Source: an optimization exercise on an open RTL-to-GDS flow (aim: small area). Production flows keep margins and buffers that such runs may drop. Function was checked by simulation only, so behaviour that the tests miss may differ from the original. No activity file was given, so power comes from the tool's default toggle rates.

==> flow/design.v <==
module afd_aoi222 (
    input  wire a0, input wire b0,
    input  wire a1, input wire b1,
    input  wire a2, input wire b2,
    output wire y
);
    assign y = ~((a0 & b0) | (a1 & b1) | (a2 & b2));
endmodule
module afd_aoi22 (
    input  wire a0, input wire b0,
    input  wire a1, input wire b1,
    output wire y
);
    assign y = ~((a0 & b0) | (a1 & b1));
endmodule
module async_fifo_dual (
    input  wire        clk,
    input  wire        rst_n,           
    input  wire        a_valid,
    input  wire [11:0] a_cmd,
    output reg  [18:0] a_rsp,
    output reg         a_rsp_valid,
    output wire        a_err,
    input  wire        ser_ext,         
    input  wire        s_valid,
    input  wire [11:0] s_cmd,
    output reg  [18:0] s_rsp,
    output reg         s_rsp_valid,
    input  wire        p_txe,
    input  wire        p_rxne,
    input  wire [7:0]  p_rdata,
    output reg  [7:0]  p_wdata,
    output reg         p_wr,
    output reg         p_rd,
    output reg         p_clr_rxne,
    output wire        p_txeie,
    output wire        irq
);
    localparam AW_TX = 5;               
    localparam AW_RX = 4;               
    localparam [3:0] A_NOP      = 4'h0,
                     A_TX_ENQ   = 4'h1,
                     A_TX_COUNT = 4'h2,
                     A_TX_FULL  = 4'h3,
                     A_RX_DEQ   = 4'h4,
                     A_RX_COUNT = 4'h5,
                     A_ERR_READ = 4'h6,
                     A_ERR_CLR  = 4'h7;
    localparam [3:0] S_NOP      = 4'h0,
                     S_ISR      = 4'h1,
                     S_TX_DEQ   = 4'h2,
                     S_RX_ENQ   = 4'h3,
                     S_TX_COUNT = 4'h4,
                     S_TX_FULL  = 4'h5;
    reg              tx_enq, tx_deq, rx_enq, rx_deq;
    reg  [7:0]       rx_enq_data;
    reg  [7:0]    tx_mem [0:31];
    reg  [5:0]    tx_wptr;       
    reg  [5:0]    tx_fl_mark;    
    reg  [5:0]    tx_fl_next;    
    reg           tx_fl_pend;    
    reg  [4:1]    tx_ph;         
    reg           tx_rm1, tx_rm2;   
    reg  [5:0]    tx_rhead;      
    reg  [5:0]    tx_rpub;       
    reg  [5:0]    tx_wview;      
    reg           tx_drain;      
    reg           tx_wm1, tx_wm2;   
    wire [5:0]    tx_wcount = tx_wptr - tx_rpub + tx_rm1 + tx_rm2;
    wire          tx_wfull  = tx_wcount[5];
    wire [5:0]    tx_rcount = tx_wview - tx_rhead;
    wire          tx_rfull  = tx_rcount[5];
    wire          tx_enq_ok = tx_enq & ~tx_wfull;
    wire          tx_deq_ok = tx_deq & (tx_rcount != 6'd0);
    wire          tx_busy    = |tx_ph;
    wire          tx_ovf     = tx_enq & tx_wfull;
    wire          tx_issue   = tx_ovf & ~tx_busy;
    wire          tx_reissue = tx_ph[4] & (tx_fl_pend | tx_ovf);
    wire [5:0]    tx_n_wptr  = tx_wptr + tx_enq_ok;
    wire [5:0]    tx_n_mark  = (tx_issue | (tx_reissue & tx_ovf)) ? tx_wptr :
                             tx_reissue ? tx_fl_next : tx_fl_mark;
    wire          tx_n_busy  = tx_ph[1] | tx_ph[2] | tx_ph[3] | tx_issue | tx_reissue;
    wire [5:0]    tx_n_wview = tx_wview + tx_wm2;
    wire [5:0]    tx_wpub    = tx_n_wview + tx_wm1;
    wire          tx_wmove   = tx_n_busy ? (tx_wpub != tx_n_mark) :
                                        ((tx_wpub != tx_wptr) | tx_enq_ok);
    wire          tx_capture = tx_ph[2];
    wire          tx_jump    = tx_capture | (tx_drain & tx_wm2);
    wire [5:0]    tx_n_rhead = tx_jump ? tx_n_wview : tx_rhead + tx_deq_ok;
    wire          tx_rmove   = (tx_rpub != tx_n_rhead);
    wire          tx_view_evt = tx_wm2 | tx_capture;
    always @(posedge clk) begin
        if (!rst_n) begin
            tx_wptr    <= 6'd0;
            tx_fl_pend <= 1'b0;
            tx_ph      <= 4'd0;
            tx_rm1     <= 1'b0;
            tx_rm2     <= 1'b0;
            tx_rhead   <= 6'd0;
            tx_rpub    <= 6'd0;
            tx_wview   <= 6'd0;
            tx_drain   <= 1'b0;
            tx_wm1     <= 1'b0;
            tx_wm2     <= 1'b0;
        end else begin
            tx_wptr    <= tx_n_wptr;
            tx_fl_pend <= (tx_fl_pend | (tx_ovf & tx_busy)) & ~tx_ph[4];
            tx_ph      <= {tx_ph[3:1], tx_issue | tx_reissue};
            tx_rm1     <= tx_rmove;
            tx_rm2     <= tx_rm1;
            tx_rhead   <= tx_n_rhead;
            tx_rpub    <= tx_rpub + tx_rmove;
            tx_wview   <= tx_n_wview;
            if (tx_jump)
                tx_drain <= (tx_n_wview != tx_fl_mark);
            tx_wm1     <= tx_wmove;
            tx_wm2     <= tx_wm1;
        end
    end
    always @(posedge clk) begin
        tx_fl_mark <= tx_n_mark;
        if (tx_ovf & tx_busy)
            tx_fl_next <= tx_wptr;
    end
    always @(posedge clk) begin
        if (rst_n && tx_enq_ok)
            tx_mem[tx_wptr[4:0]] <= a_cmd[7:0];
    end
    wire [31:0]   tx_sel = 32'd1 << tx_rhead[4:0];
    wire [7:0]    tx_rdata;
    genvar tx_b, tx_k;
    generate
        for (tx_b = 0; tx_b < 8; tx_b = tx_b + 1) begin : g_tx_rd
            wire [10:0] y;
            for (tx_k = 0; tx_k < 10; tx_k = tx_k + 1) begin : g_grp
                afd_aoi222 u_aoi (
                    .a0(tx_sel[3*tx_k]),   .b0(tx_mem[3*tx_k][tx_b]),
                    .a1(tx_sel[3*tx_k+1]), .b1(tx_mem[3*tx_k+1][tx_b]),
                    .a2(tx_sel[3*tx_k+2]), .b2(tx_mem[3*tx_k+2][tx_b]),
                    .y (y[tx_k]));
            end
            afd_aoi22 u_aoi (
                .a0(tx_sel[30]), .b0(tx_mem[30][tx_b]),
                .a1(tx_sel[31]), .b1(tx_mem[31][tx_b]),
                .y (y[10]));
            assign tx_rdata[tx_b] = ~&y;
        end
    endgenerate
    reg  [7:0]    rx_mem [0:15];
    reg  [4:0]    rx_wptr;       
    reg  [4:0]    rx_fl_mark;    
    reg  [4:0]    rx_fl_next;    
    reg           rx_fl_pend;    
    reg  [4:1]    rx_ph;         
    reg           rx_rm1, rx_rm2;   
    reg  [4:0]    rx_rhead;      
    reg  [4:0]    rx_rpub;       
    reg  [4:0]    rx_wview;      
    reg           rx_drain;      
    reg           rx_wm1, rx_wm2;   
    wire [4:0]    rx_wcount = rx_wptr - rx_rpub + rx_rm1 + rx_rm2;
    wire          rx_wfull  = rx_wcount[4];
    wire [4:0]    rx_rcount = rx_wview - rx_rhead;
    wire          rx_rfull  = rx_rcount[4];
    wire          rx_enq_ok = rx_enq & ~rx_wfull;
    wire          rx_deq_ok = rx_deq & (rx_rcount != 5'd0);
    wire          rx_busy    = |rx_ph;
    wire          rx_ovf     = rx_enq & rx_wfull;
    wire          rx_issue   = rx_ovf & ~rx_busy;
    wire          rx_reissue = rx_ph[4] & (rx_fl_pend | rx_ovf);
    wire [4:0]    rx_n_wptr  = rx_wptr + rx_enq_ok;
    wire [4:0]    rx_n_mark  = (rx_issue | (rx_reissue & rx_ovf)) ? rx_wptr :
                             rx_reissue ? rx_fl_next : rx_fl_mark;
    wire          rx_n_busy  = rx_ph[1] | rx_ph[2] | rx_ph[3] | rx_issue | rx_reissue;
    wire [4:0]    rx_n_wview = rx_wview + rx_wm2;
    wire [4:0]    rx_wpub    = rx_n_wview + rx_wm1;
    wire          rx_wmove   = rx_n_busy ? (rx_wpub != rx_n_mark) :
                                        ((rx_wpub != rx_wptr) | rx_enq_ok);
    wire          rx_capture = rx_ph[2];
    wire          rx_jump    = rx_capture | (rx_drain & rx_wm2);
    wire [4:0]    rx_n_rhead = rx_jump ? rx_n_wview : rx_rhead + rx_deq_ok;
    wire          rx_rmove   = (rx_rpub != rx_n_rhead);
    wire          rx_view_evt = rx_wm2 | rx_capture;
    always @(posedge clk) begin
        if (!rst_n) begin
            rx_wptr    <= 5'd0;
            rx_fl_pend <= 1'b0;
            rx_ph      <= 4'd0;
            rx_rm1     <= 1'b0;
            rx_rm2     <= 1'b0;
            rx_rhead   <= 5'd0;
            rx_rpub    <= 5'd0;
            rx_wview   <= 5'd0;
            rx_drain   <= 1'b0;
            rx_wm1     <= 1'b0;
            rx_wm2     <= 1'b0;
        end else begin
            rx_wptr    <= rx_n_wptr;
            rx_fl_pend <= (rx_fl_pend | (rx_ovf & rx_busy)) & ~rx_ph[4];
            rx_ph      <= {rx_ph[3:1], rx_issue | rx_reissue};
            rx_rm1     <= rx_rmove;
            rx_rm2     <= rx_rm1;
            rx_rhead   <= rx_n_rhead;
            rx_rpub    <= rx_rpub + rx_rmove;
            rx_wview   <= rx_n_wview;
            if (rx_jump)
                rx_drain <= (rx_n_wview != rx_fl_mark);
            rx_wm1     <= rx_wmove;
            rx_wm2     <= rx_wm1;
        end
    end
    always @(posedge clk) begin
        rx_fl_mark <= rx_n_mark;
        if (rx_ovf & rx_busy)
            rx_fl_next <= rx_wptr;
    end
    always @(posedge clk) begin
        if (rst_n && rx_enq_ok)
            rx_mem[rx_wptr[3:0]] <= rx_enq_data;
    end
    wire [15:0]   rx_sel = 16'd1 << rx_rhead[3:0];
    wire [7:0]    rx_rdata;
    genvar rx_b, rx_k;
    generate
        for (rx_b = 0; rx_b < 8; rx_b = rx_b + 1) begin : g_rx_rd
            wire [5:0] y;
            for (rx_k = 0; rx_k < 5; rx_k = rx_k + 1) begin : g_grp
                afd_aoi222 u_aoi (
                    .a0(rx_sel[3*rx_k]),   .b0(rx_mem[3*rx_k][rx_b]),
                    .a1(rx_sel[3*rx_k+1]), .b1(rx_mem[3*rx_k+1][rx_b]),
                    .a2(rx_sel[3*rx_k+2]), .b2(rx_mem[3*rx_k+2][rx_b]),
                    .y (y[rx_k]));
            end
            assign y[5] = ~(rx_sel[15] & rx_mem[15][rx_b]);
            assign rx_rdata[rx_b] = ~&y;
        end
    endgenerate
    reg err_tx;                         
    reg err_rx;                         
    reg err_rx_s1, err_rx_q;            
    reg ec_pend;                        
    reg [4:1] ec_ph;
    reg armed;                          
    assign a_err   = err_tx | err_rx_q;
    assign p_txeie = armed;
    assign irq     = (p_txe & armed) | p_rxne;
    wire [3:0] a_op = a_cmd[11:8];
    wire       a_go = rst_n & a_valid;
    reg [15:0] a_val;
    reg        a_f0, a_ill;
    reg        n_err_tx, ec_clr;
    always @(*) begin
        tx_enq     = 1'b0;
        rx_deq     = 1'b0;
        a_val      = 16'd0;
        a_f0       = 1'b0;
        a_ill      = 1'b0;
        n_err_tx   = err_tx;
        ec_clr     = 1'b0;
        if (a_go) begin
            case (a_op)
                A_NOP: ;
                A_TX_ENQ: begin
                    tx_enq = 1'b1;
                    if (tx_wfull)
                        n_err_tx = 1'b1;    
                    else
                        a_f0 = 1'b1;
                end
                A_TX_COUNT: a_val = {{(15-AW_TX){1'b0}}, tx_wcount};
                A_TX_FULL:  a_f0  = tx_wfull;
                A_RX_DEQ: begin
                    rx_deq = 1'b1;
                    if (rx_rcount != 0) begin
                        a_val = {8'd0, rx_rdata};
                        a_f0  = 1'b1;
                    end
                end
                A_RX_COUNT: a_val = {{(15-AW_RX){1'b0}}, rx_rcount};
                A_ERR_READ: begin
                    a_val = {14'd0, err_rx_q, err_tx};
                    a_f0  = err_tx | err_rx_q;
                end
                A_ERR_CLR: begin
                    n_err_tx = 1'b0;
                    ec_clr   = 1'b1;
                end
                default: a_ill = 1'b1;
            endcase
        end
    end
    wire ec_busy  = |ec_ph;
    wire ec_issue = (ec_clr & ~ec_busy) | (ec_ph[4] & (ec_pend | ec_clr));
    always @(posedge clk) begin
        if (!rst_n) begin
            a_rsp       <= 19'd0;
            a_rsp_valid <= 1'b0;
            err_tx      <= 1'b0;
            err_rx_s1   <= 1'b0;
            err_rx_q    <= 1'b0;
            ec_pend     <= 1'b0;
            ec_ph       <= 4'd0;
        end else begin
            a_rsp_valid <= a_valid;
            if (a_valid)
                a_rsp <= {a_ill, 1'b0, a_f0, a_val};
            err_tx      <= n_err_tx;
            err_rx_s1   <= err_rx;
            err_rx_q    <= err_rx_s1;       
            ec_pend     <= (ec_pend | (ec_clr & ec_busy)) & ~ec_ph[4];
            ec_ph       <= {ec_ph[3:1], ec_issue};
        end
    end
    wire [3:0] s_op = ser_ext ? s_cmd[11:8] : S_ISR;
    wire       s_go = rst_n & (ser_ext ? s_valid : irq);
    wire       txp  = p_txe & armed;
    wire       rxp  = p_rxne;
    reg [15:0] s_val;
    reg        s_f0, s_f1, s_ill;
    reg        n_err_rx, n_armed;
    always @(*) begin
        tx_deq      = 1'b0;
        rx_enq      = 1'b0;
        rx_enq_data = s_cmd[7:0];
        p_wdata     = 8'd0;
        p_wr        = 1'b0;
        p_rd        = 1'b0;
        p_clr_rxne  = 1'b0;
        s_val       = 16'd0;
        s_f0        = 1'b0;
        s_f1        = 1'b0;
        s_ill       = 1'b0;
        n_err_rx    = err_rx;
        n_armed     = armed;
        if (ec_ph[2])
            n_err_rx = 1'b0;
        if (s_go) begin
            case (s_op)
                S_NOP: ;
                S_ISR: begin
                    if (txp) begin
                        tx_deq = 1'b1;
                        if (tx_rcount == 0) begin
                            n_armed = 1'b0;
                        end else begin
                            p_wdata    = tx_rdata;
                            p_wr       = 1'b1;
                            s_val[7:0] = tx_rdata;
                            s_f0       = 1'b1;
                        end
                    end
                    if (rxp) begin
                        p_rd        = 1'b1;
                        p_clr_rxne  = 1'b1;
                        rx_enq      = 1'b1;
                        rx_enq_data = p_rdata;
                        s_val[15:8] = p_rdata;
                        s_f1        = 1'b1;
                        if (rx_wfull)
                            n_err_rx = 1'b1;
                    end
                end
                S_TX_DEQ: begin
                    tx_deq = 1'b1;
                    if (tx_rcount == 0) begin
                        n_armed = 1'b0;
                    end else begin
                        s_val = {8'd0, tx_rdata};
                        s_f0  = 1'b1;
                    end
                end
                S_RX_ENQ: begin
                    rx_enq = 1'b1;
                    if (rx_wfull)
                        n_err_rx = 1'b1;
                    else
                        s_f0 = 1'b1;
                end
                S_TX_COUNT: s_val = {{(15-AW_TX){1'b0}}, tx_rcount};
                S_TX_FULL:  s_f0  = tx_rfull;
                default:    s_ill = 1'b1;
            endcase
        end
        if (tx_view_evt)
            n_armed = 1'b1;
    end
    always @(posedge clk) begin
        if (!rst_n) begin
            s_rsp       <= 19'd0;
            s_rsp_valid <= 1'b0;
            err_rx      <= 1'b0;
            armed       <= 1'b0;
        end else begin
            s_rsp_valid <= s_go;
            if (s_go)
                s_rsp <= {s_ill, s_f1, s_f0, s_val};
            err_rx      <= n_err_rx;
            armed       <= n_armed;
        end
    end
endmodule
==> flow/flow/run.sh <==
#!/bin/bash
# Layout: the standard flow (standard.sh) with these changes:
#  - synthesis: ORFS's synthesis script unchanged except for the ABC mapping
#    script (flow/abc_relaxed.script: AIG clean-up, choices, then one &nf
#    mapping with the delay relaxed for area and no final buffering or
#    resizing; the clock period leaves ample slack); registers are untouched
#    by ABC, so
#    they are the standard synthesis's, and synth_recipe.tcl's wrapper
#    (-nofsm -noshare, flatten, rename) is kept as is;
#  - port buffers use the smallest buffer cell (every port still gets one);
#  - CTS uses clkbuf_4 clusters of up to 10 sinks within 40 um, no dummy loads.
# Make's output goes to standard_flow.log; each ORFS step keeps its own log
# under orfs/logs.
set -euo pipefail
W=$(pwd)
F=$(cd "$(dirname "$0")" && pwd)

cp "$FLOW_HOME/scripts/synth.tcl" own_synth.tcl
cp "$FLOW_HOME/scripts/synth_preamble.tcl" own_synth_preamble.tcl
sed -i "s#source \$::env(SCRIPTS_DIR)/synth_preamble.tcl#source $W/own_synth_preamble.tcl#" own_synth.tcl
sed -i "s#set abc_script \$::env(SCRIPTS_DIR)/abc_speed.script#set abc_script $F/abc_relaxed.script#" own_synth_preamble.tcl
sed "s#source \$::env(SCRIPTS_DIR)/synth.tcl#source $W/own_synth.tcl#" synth_recipe.tcl > own_synth_recipe.tcl
sed "s#SYNTH_SCRIPT=[^ ]*synth_recipe.tcl#SYNTH_SCRIPT=$W/own_synth_recipe.tcl#" standard.sh > own_standard.sh
grep -q "own_synth_preamble.tcl" own_synth.tcl
grep -q "abc_relaxed.script" own_synth_preamble.tcl
grep -q "own_synth.tcl" own_synth_recipe.tcl
grep -q "own_synth_recipe.tcl" own_standard.sh

export BUFFER_PORTS_ARGS="-buffer_cell sky130_fd_sc_hd__buf_1"
export CTS_ARGS="-sink_clustering_enable -repair_clock_nets -sink_clustering_size 10 -sink_clustering_max_diameter 40 -dont_use_dummy_load -buf_list sky130_fd_sc_hd__clkbuf_4"
bash own_standard.sh > standard_flow.log 2>&1
==> flow/flow/abc_relaxed.script <==
strash
ifraig
dc2
strash
&get -n
&dch -f
&nf -R 1000 -p
&put
topo
==> flow/standard.sh <==
#!/bin/bash
# synth_recipe.tcl (not shown) runs the flow's synth.tcl, then flattens the netlist and writes it again
# the make line also repeats each setting of config.mk as NAME=value (left out here)
make -C /OpenROAD-flow-scripts/flow DESIGN_CONFIG=/design/flow/config.mk WORK_HOME=/design/flow/orfs CLKGATE_MAP_FILE= SYNTH_SCRIPT=/design/flow/synth_recipe.tcl "${@:-finish}"
==> flow/config.mk <==
export PLATFORM = sky130hd
export DESIGN_NAME = async_fifo_dual
export DESIGN_NICKNAME = async_fifo_dual
export VERILOG_FILES = /design/flow/design.v
export SDC_FILE = /design/flow/constraint.sdc
export NUM_CORES = 4
export LEC_CHECK = 0
export CAP_MARGIN = 0
export CORE_MARGIN = 2
export CORE_UTILIZATION = 70
export SLEW_MARGIN = 0
export SYNTH_HIERARCHICAL = 1
==> flow/constraint.sdc <==
create_clock -name core_clock -period 13.0 [get_ports {clk}]
set_input_delay 2.6000 -clock core_clock [delete_from_list [all_inputs] [get_ports {clk}]]
set_output_delay 2.6000 -clock core_clock [all_outputs]
set_load 0.01 [all_outputs]
==> insert_results.sql, run 1 <==
INSERT INTO impl_metrics (metric_group, metric, value, unit) VALUES
('power', 'ir_worst_vdd', '0.1005', 'mV'),
('layout', 'multi_input_comb_area', '5821', 'sq um'),
('power', 'internal-power', '2061', 'uW'),
('layout', 'num-nets-final', '1663', ''),
('job', 'max_cap_violations', '0', ''),
('yosys', 'synth_fa_ha_area_share', '3.309', '%'),
('power', 'power_frac_comb', '7.1', '%'),
('drt', 'drt-wirelength-per-cell', '24.19', 'um'),
('clock_tree', 'post_cts_resize_count', '0', ''),
('sta', 'rsz0062_at_grt', 'no', ''),
('power', 'pwr-share-clk', '25.5', '%'),
('yosys', 'synth.yosys.seq_area_share', '70.25', '%'),
('clock_tree', 'h-tree-depth', '2', ''),
('setup_path', 'critical_path.max_fanout', '22', ''),
('power', 'power_density', '123.3', 'nW/um^2'),
('place', 'gpl.final_weighted_congestion', '0.9504', ''),
('clock_tree', 'post_cts_buffers', '0', ''),
('power', 'netSwitchingFraction', '22.65', '%'),
('clock_tree', 'cts-hold-fix-buffers', '0', ''),
('yosys', 'synth-simple-area-share', '10.09', '%'),
('yosys', 'ys_dominant_reg_cell', 'edfxtp_1', ''),
('yosys', 'largest_cells_by_area_after_synthesis', 'edfxtp_1 (59%), dfxtp_1 (12%), a222oi_1 (5.9%)', ''),
('sta', 'finalCritPeriodShare', '55.87', '%'),
('drt', 'final_antenna_net_count', '0', ''),
('yosys', 'synth_xor_xnor_area_share', '2.993', '%'),
('setup_path', 'reg2reg_to', 'tx_rpub[4]', ''),
('yosys', 'ys_async_sr_fraction', '0', '%'),
('drt', 'routed_via_density', '6.764', ''),
('drt', 'detail_route.iter0.violations', '1781', ''),
('die', 'row_count', '62', ''),
('layout', 'final-instance-count-excl-fill', '1957', ''),
('sta', 'worst-slew-pin-transition', '1.242', 'ns'),
('setup_path', 'worst_path_class_setup', 'reg2out', ''),
('yosys', 'cells_after_synthesis', '1404', ''),
('sta', 'clock.fmax', '137.7', 'MHz'),
('setup_path', 'arrival', '4.66', 'ns'),
('place', 'dpl_cell_area', '21160', 'sq um'),
('clock_tree', 'number_of_buffers_on_the_longest_clock_path', '3', ''),
('setup_path', 'critPathLaunchType', 'flip-flop', ''),
('drt', 'drt-pass1-iter-count', '6', ''),
('layout', 'fillerInstances', '1871', ''),
('yosys', 'synth.cell_area', '20190', 'sq um'),
('global_routing', 'globalRouteTotalUtil', '31.53', '%'),
('sta', 'totalNegativeSetupSlack', '0', 'ns'),
('yosys', 'synth-compound-area-share', '11.30', '%'),
('sta', 'setup_viol_count_final', '0', ''),
('layout', 'drive_gt1_share', '5.792', '%'),
('clock_tree', 'worstSkewPairLatency', '0.73', 'ns'),
('setup_path', 'worstSetupStartpoint', 'tx_rhead[3]', ''),
('setup_path', 'critical_path.endpoint_type', 'output port', ''),
('global_routing', 'maximum_number_of_pins_on_one_net_before_global_route_repair', '58', ''),
('yosys', 'combinational_family_with_the_most_area_after_synthesis', 'compound AO/OA/AOI/OAI gates', ''),
('yosys', 'synth_area_per_cell', '14.38', 'sq um'),
('setup_path', 'r2r_cells', '20', ''),
('die', 'dieHeight', '173.8', 'um'),
('clock_tree', 'cts.reportedPaths.clkPinSlew', '0.10', 'ns'),
('yosys', 'yosysWarningCount', '7', ''),
('run_status', 'status', 'complete, no violations', ''),
('setup_path', 'reg2reg_from', 'tx_rhead[3]', ''),
('layout', 'layout.cell_area.non_filler', '21610', 'sq um'),
('drt', 'route.vias.total', '13237', ''),
('place', 'detailedPlacementHpwl', '32.50', 'mm'),
('yosys', 'yosysUniqueCellTypes', '48', ''),
('power', 'share_seq_of_total_power', '67.4', '%'),
('yosys', 'muxShareOfSynthArea', '0.8490', '%'),
('layout', 'register_cell_area_after_layout', '14180', 'sq um'),
('yosys', 'post_synthesis_sequential_element_count', '511', ''),
('yosys', 'synth_enable_flop_cells', '395', ''),
('clock_tree', 'clk_root_buffer_cell', 'clkbuf_4', ''),
('sta', 'final-hold-violation-count', '0', ''),
('die', 'design.core.area', '28550', 'sq um');
-- Yosys stat by module, one instance, submodules excluded --
module	cells inside	flip-flops and latches	area, sq um
afd_aoi22	1	0	7.507
async_fifo_dual	1276	511	18930
afd_aoi222	1	0	10.01
-- placed cells by master (no fill, tap or decap), drive strengths merged, types with 46 or more instances in the layout --
cell type / instances
nor2: 123
edfxtp: 395
a222oi: 120
o21ai: 46
clkbuf: 61
dfxtp: 116
ha: 47
buf: 108
a21oi: 53
nand2: 50
-- cell type report --
type | instances | share of cell area [%]
Timing Repair Buffer | 109 | 2.350
Antenna cell | 2 | 0.02316
Multi-Input combinational cell | 847 | 26.93
Clock buffer | 60 | 2.084
Inverter | 44 | 0.7642
Tap cell | 384 | 2.223
Sequential cell | 511 | 65.62
-- worst max-delay path, cell delays in order, from the launching register on --
cell      delay [ns]
dfxtp_1         0.85
clkinv_1        0.57
ha_1            0.49
a21o_1          0.18
a21oi_1         0.17
xnor2_1         0.18
nor4_1          0.76
or3_1           0.47
nor2_1          0.12
buf_1           0.15
-- per-layer routing --
metal	vias up	track usage, %	wire length [um]
met5	-	0	0
met4	0	12.32	1867
met3	131	4.759	4363
met2	757	52.49	23230
met1	6370	42.55	17870
li1	5979	-	-
-- metrics by stage --
step           total power (uW)  setup slack (ns)  hold slack, ns
3_5_place_dp               2021             5.910          0.4181
4_1_cts                    2675             5.813          0.4337
6_report                   2664             5.736          0.4259
5_1_grt                    2768             5.493          0.4562
2_1_floorplan              1951             5.245          0.4020
3_3_place_gp               2014             5.959          0.4184
-- power groups by stage --
stage	Combinational (uW)	Sequential (uW)	Clock (uW)
after global routing	211	1800	757
after CTS	187	1800	691
after floorplan	121	1830	0
final	188	1800	680
after global placement	180	1830	0
after detailed placement	187	1830	0
-- flip-flops by register name, indices dropped and copies added (netlist names), 6 cells and up --
register / flops
tx_wptr: 6
tx_wview: 6
tx_mem: 256
tx_rhead: 6
tx_fl_mark: 6
rx_mem: 128
a_rsp: 10
s_rsp: 19
tx_fl_next: 6
tx_rpub: 6
-- how the worst min path moves through the flow --
stage          startpoint       end  slack [ns]  depth (start not counted)
6_report           tx_rm1    tx_rm2        0.43                          2
5_1_grt            rx_rm1    rx_rm2        0.46                          2
4_1_cts            tx_rm1    tx_rm2        0.43                          2
3_5_place_dp       tx_rm1    tx_rm2        0.42                          2
3_3_place_gp    err_rx_s1  err_rx_q        0.42                          1
2_1_floorplan      rx_rm1    rx_rm2        0.40                          2
-- cells by family after synthesis --
group	count (synthesis)
compound gates	295
simple gates	407
buf+inv	54
mux	16
flops	511
other cells	1
fa+ha+maj	51
xor+xnor	69
==> run 2: changes to the inputs <==
--- a/flow/flow/run.sh
+++ b/flow/flow/run.sh
@@ -8,7 +8,7 @@
 #    they are the standard synthesis's, and synth_recipe.tcl's wrapper
 #    (-nofsm -noshare, flatten, rename) is kept as is;
 #  - port buffers use the smallest buffer cell (every port still gets one);
-#  - CTS uses clkbuf_4 clusters of up to 10 sinks within 40 um, no dummy loads.
+#  - CTS uses clkbuf_4 clusters of up to 11 sinks within 36 um, no dummy loads.
 # Make's output goes to standard_flow.log; each ORFS step keeps its own log
 # under orfs/logs.
 set -euo pipefail
@@ -27,5 +27,5 @@
 grep -q "own_synth_recipe.tcl" own_standard.sh
 
 export BUFFER_PORTS_ARGS="-buffer_cell sky130_fd_sc_hd__buf_1"
-export CTS_ARGS="-sink_clustering_enable -repair_clock_nets -sink_clustering_size 10 -sink_clustering_max_diameter 40 -dont_use_dummy_load -buf_list sky130_fd_sc_hd__clkbuf_4"
+export CTS_ARGS="-sink_clustering_enable -repair_clock_nets -sink_clustering_size 11 -sink_clustering_max_diameter 36 -dont_use_dummy_load -buf_list sky130_fd_sc_hd__clkbuf_4"
 bash own_standard.sh > standard_flow.log 2>&1
==> run 2 against run 1 <==
Effect of this change: core utilization is 0.26 points higher; die area stayed put; largest power group unchanged; final area is 0.35% higher.
==> insert_results.sql, run 2 <==
INSERT INTO impl_metrics (metric_group, metric, value, unit) VALUES
('setup_path', 'timing.critical_path.cells', 'clkinv_1 -> ha_1 -> a21o_1 -> a21oi_1 -> xnor2_1 -> nor4_1 -> or3_1 -> nor2_1 -> buf_1', ''),
('drt', 'drt-wirelength-per-cell', '24.13', 'um'),
('sta', 'max_slew_margin', '16.13', '%'),
('die', 'ios', '93', ''),
('yosys', 'synth_top_cell_by_area', 'edfxtp_1', ''),
('drt', 'final_antenna_net_count', '0', ''),
('layout', 'leading_cell_type_in_the_layout_fill_and_taps_excluded', 'edfxtp_1', ''),
('setup_path', 'worst_setup_path_endpoint', 'p_wdata[3]', ''),
('clock_tree', 'post_cts_resize_count', '0', ''),
('setup_path', 'arrival', '4.59', 'ns'),
('power', 'cellLeakagePower', '0.007168', 'uW'),
('setup_path', 'timing.reg2reg.setup_slack', '7.07', 'ns'),
('layout', 'drive_gt1_share', '6.388', '%'),
('setup_path', 'reg2reg_to', 'tx_rpub[4]', ''),
('yosys', 'synthDominantCellAreaShare', '58.75', '%'),
('global_routing', 'maximum_number_of_pins_on_one_net_before_global_route_repair', '58', ''),
('place', 'io_buffers', '83', ''),
('die', 'design.core.area', '28550', 'sq um'),
('setup_path', 'critical_path.max_fanout', '22', ''),
('yosys', 'synth_area_per_cell', '14.38', 'sq um'),
('clock_tree', 'h-tree-depth', '3', ''),
('layout', 'final_cell_mix', 'edfxtp_1 (395), nor2_1 (123), a222oi_1 (120)', ''),
('job', 'max_cap_violations', '0', ''),
('yosys', 'synth.yosys.seq_area_share', '70.25', '%'),
('die', 'row_count', '62', ''),
('yosys', 'synth-compound-area-share', '11.30', '%'),
('die', 'die-width', '173.8', 'um'),
('yosys', 'combinational_family_with_the_most_area_after_synthesis', 'compound AO/OA/AOI/OAI gates', ''),
('die', 'dieArea', '30220', 'sq um'),
('yosys', 'cells_after_synthesis', '1404', ''),
('place', 'detailedPlacementHpwl', '32.50', 'mm'),
('yosys', 'synth_fa_ha_area_share', '3.309', '%'),
('setup_path', 'r2r_cells', '20', ''),
('yosys', 'synth_enable_flop_cells', '395', ''),
('setup_path', 'cp_data_required_time', '10.40', 'ns'),
('drt', 'route.vias.total', '13303', ''),
('yosys', 'synth_xor_xnor_area_share', '2.993', '%'),
('global_routing', 'globalRoute.totalOverflow', '0', ''),
('global_routing', 'globalRouteTotalUtil', '31.59', '%'),
('global_routing', 'antenna_found_initial', '2', ''),
('yosys', 'post_synthesis_sequential_element_count', '511', ''),
('clock_tree', 'worstSkewPairLatency', '0.73', 'ns'),
('layout', 'num-nets-final', '1673', ''),
('setup_path', 'critPathLaunchType', 'flip-flop', ''),
('place', 'dpl_cell_area', '21160', 'sq um'),
('clock_tree', 'clk_root_buffer_cell', 'clkbuf_4', ''),
('yosys', 'synth.cell_area', '20190', 'sq um'),
('power', 'power_density', '125.2', 'nW/um^2'),
('sta', 'rsz0062_at_grt', 'no', ''),
('min_path', 'class_of_the_tightest_hold_or_removal_check', 'reg2reg', ''),
('drt', 'detail_route.iter0.violations', '1749', ''),
('sta', 'setup_viol_count_final', '0', ''),
('sta', 'finalClockSkew', '0.1312', 'ns'),
('yosys', 'synth.cells.most_frequent', 'edfxtp_1 (395), nor2_1 (123), a222oi_1 (120), dfxtp_1 (116), a21oi_1 (53)', ''),
('layout', 'areaGrowthSynthToFinish', '7.418', '%'),
('global_routing', 'grt_first_pass_wirelength', '72.46', 'mm'),
('run_status', 'status', 'complete, no violations', ''),
('yosys', 'yosysMostFrequentCell', 'edfxtp_1', ''),
('layout', 'final-instance-count-excl-fill', '1967', ''),
('sta', 'final-hold-violation-count', '0', ''),
('global_routing', 'grt_pass1_vias', '12578', ''),
('yosys', 'muxShareOfSynthArea', '0.8490', '%'),
('setup_path', 'max_stage_delay', '0.85', 'ns'),
('layout', 'flip_flop_count_of_the_largest_register_after_layout', '256', ''),
('yosys', 'largest_cells_by_area_after_synthesis', 'edfxtp_1 (59%), dfxtp_1 (12%), a222oi_1 (5.9%)', ''),
('drt', 'routed_via_density', '6.763', ''),
('layout', 'layout.cell_area.non_filler', '21690', 'sq um'),
('sta', 'worst-slew-pin-transition', '1.248', 'ns'),
('sta', 'finalCritPeriodShare', '55.29', '%'),
('yosys', 'yosysUniqueCellTypes', '48', ''),
('clock_tree', 'cts_inserted_buffers', '70', ''),
('yosys', 'yosysWarningCount', '7', ''),
('drt', 'route.final.wire_length', '47.47', 'mm'),
('drt', 'drt-pass1-iter-count', '8', ''),
('layout', 'fillerInstances', '1848', ''),
('yosys', 'synth-simple-area-share', '10.09', '%'),
('place', 'placedCellCount', '1895', ''),
('clock_tree', 'post_cts_buffers', '0', ''),
('clock_tree', 'tritoncts', 'yes', ''),
('sta', 'totalNegativeSetupSlack', '0', 'ns'),
('clock_tree', 'cts.reportedPaths.clkPinSlew', '0.10', 'ns'),
('setup_path', 'crit_slowest_cell', 'dfxtp_1', ''),
('sta', 'clock.fmax', '139.1', 'MHz'),
('setup_path', 'critical_path.endpoint_type', 'output port', ''),
('clock_tree', 'number_of_buffers_on_the_longest_clock_path', '3', ''),
('layout', 'final_core_utilization', '75.97', '%'),
('sta', 'final.min_clock_period', '7.188', 'ns'),
('sta', 'max_slew_violations', '0', ''),
('clock_tree', 'tritoncts_num_sinks', '511', ''),
('die', 'dieHeight', '173.8', 'um'),
('setup_path', 'worst_path_class_setup', 'reg2out', ''),
('die', 'starting_utilization_of_the_core_area', '70.73', '%'),
('power', 'ir_worst_vdd', '0.1102', 'mV'),
('setup_path', 'worstSetupStartpoint', 'tx_rhead[3]', ''),
('place', 'gpl.final_weighted_congestion', '0.9504', ''),
('drt', 'drc', '0', ''),
('setup_path', 'reg2reg_from', 'tx_rhead[3]', ''),
('yosys', 'ys_dominant_reg_cell', 'edfxtp_1', ''),
('clock_tree', 'cts-hold-fix-buffers', '0', ''),
('yosys', 'ys_async_sr_fraction', '0', '%');
## run 2: cell type report
class / instances / area [sq um] / area share [%]
timing repair buffer: 109 / 508.0 / 2.342
tap: 384 / 480.5 / 2.215
antenna: 2 / 5.005 / 0.02308
clock buffer: 70 / 525.5 / 2.423
inverter: 44 / 165.2 / 0.7615
multi-input combinational: 847 / 5821 / 26.84
sequential: 511 / 14180 / 65.40
## run 2: worst min path at each step
| stage | from | to | cells past startpoint | slack [ns] |
|---|---|---|---|---|
| 6_report | tx_rm1 | tx_rm2 | 2 | 0.42 |
| 3_5_place_dp | tx_rm1 | tx_rm2 | 2 | 0.42 |
| 2_1_floorplan | rx_rm1 | rx_rm2 | 2 | 0.40 |
| 3_3_place_gp | err_rx_s1 | err_rx_q | 1 | 0.42 |
| 4_1_cts | tx_rm1 | tx_rm2 | 2 | 0.43 |
| 5_1_grt | rx_rm1 | rx_rm2 | 2 | 0.45 |
## run 2: logic make-up (layout without fill, tap and decap cells)
family,after synthesis,count (layout)
AO/OA/AOI/OAI,295,295
XOR/XNOR,69,69
other,1,11
AND/OR/NAND/NOR,407,407
adder cells (fa/ha/maj),51,51
buffers and inverters,54,223
multiplexers,16,16
flip-flops,511,511
## run 2: per-stage QoR
step | setup slack [ns] | hold WS [ns] | total power (uW)
2_1_floorplan | 5.245 | 0.4020 | 1951
3_3_place_gp | 5.959 | 0.4184 | 2014
3_5_place_dp | 5.910 | 0.4181 | 2021
4_1_cts | 5.904 | 0.4263 | 2727
5_1_grt | 5.580 | 0.4475 | 2815
6_report | 5.812 | 0.4231 | 2716
## run 2: per-module statistics from Yosys, one instance, submodules excluded
module | cells | times used | area, sq um | flops+latches
afd_aoi22 | 1 | 8 | 7.507 | 0
async_fifo_dual | 1276 | 1 | 18930 | 511
afd_aoi222 | 1 | 120 | 10.01 | 0
## run 2: power by group
part           internal [uW]  switching, uW  total [uW]
clock network            248            482         730
registers               1780           17.9        1800
logic                   71.4            118         189
## run 2: critical path, delay by kind of cell (launching register included)
kind	cells	cell delay (ns)
adder cells (fa/ha/maj)	1	0.49
AND/OR/NAND/NOR	3	1.34
buffers and inverters	2	0.73
XOR/XNOR	1	0.19
AO/OA/AOI/OAI	2	0.35
flip-flops	1	0.85
## run 2: routing by layer
| metal | global-route usage [%] | vias up | wire length, um |
|---|---|---|---|
| li1 | - | 5995 | - |
| met1 | 42.02 | 6381 | 17810 |
| met2 | 52.37 | 801 | 23190 |
| met3 | 5.811 | 126 | 4623 |
| met4 | 12.50 | 0 | 1855 |
| met5 | 0 | - | 0 |

## separate check: timing with driven ports
The results above use ideal ports. As a check the final layouts listed here were re-extracted and re-timed, cells and wires unchanged. Step 1: set_driving_cell puts a clkbuf_16 on clk and a buf_2 on each other input, an assumption about the parent block. Step 2 adds t to the input delays and takes it off the output delays; t is the mean of the earliest and latest rising clock arrival at the registers after step 1. Input paths then give back, and output paths get back, about the clock's delay inside the block. Slacks: ideal ports / drivers / drivers and shift; pairs: ideal ports / drivers.
| run | t, ns | slack for setup (ns) | latest minus earliest clock arrival (ns) |
|---|---|---|---|
| run 1 | 0.756 | 5.736 / 5.688 / 5.832 | 0.080 / 0.081 |
| run 2 | 0.718 | 5.812 / 5.761 / 5.825 | 0.135 / 0.135 |
After both steps setup and hold are still met in every run listed.
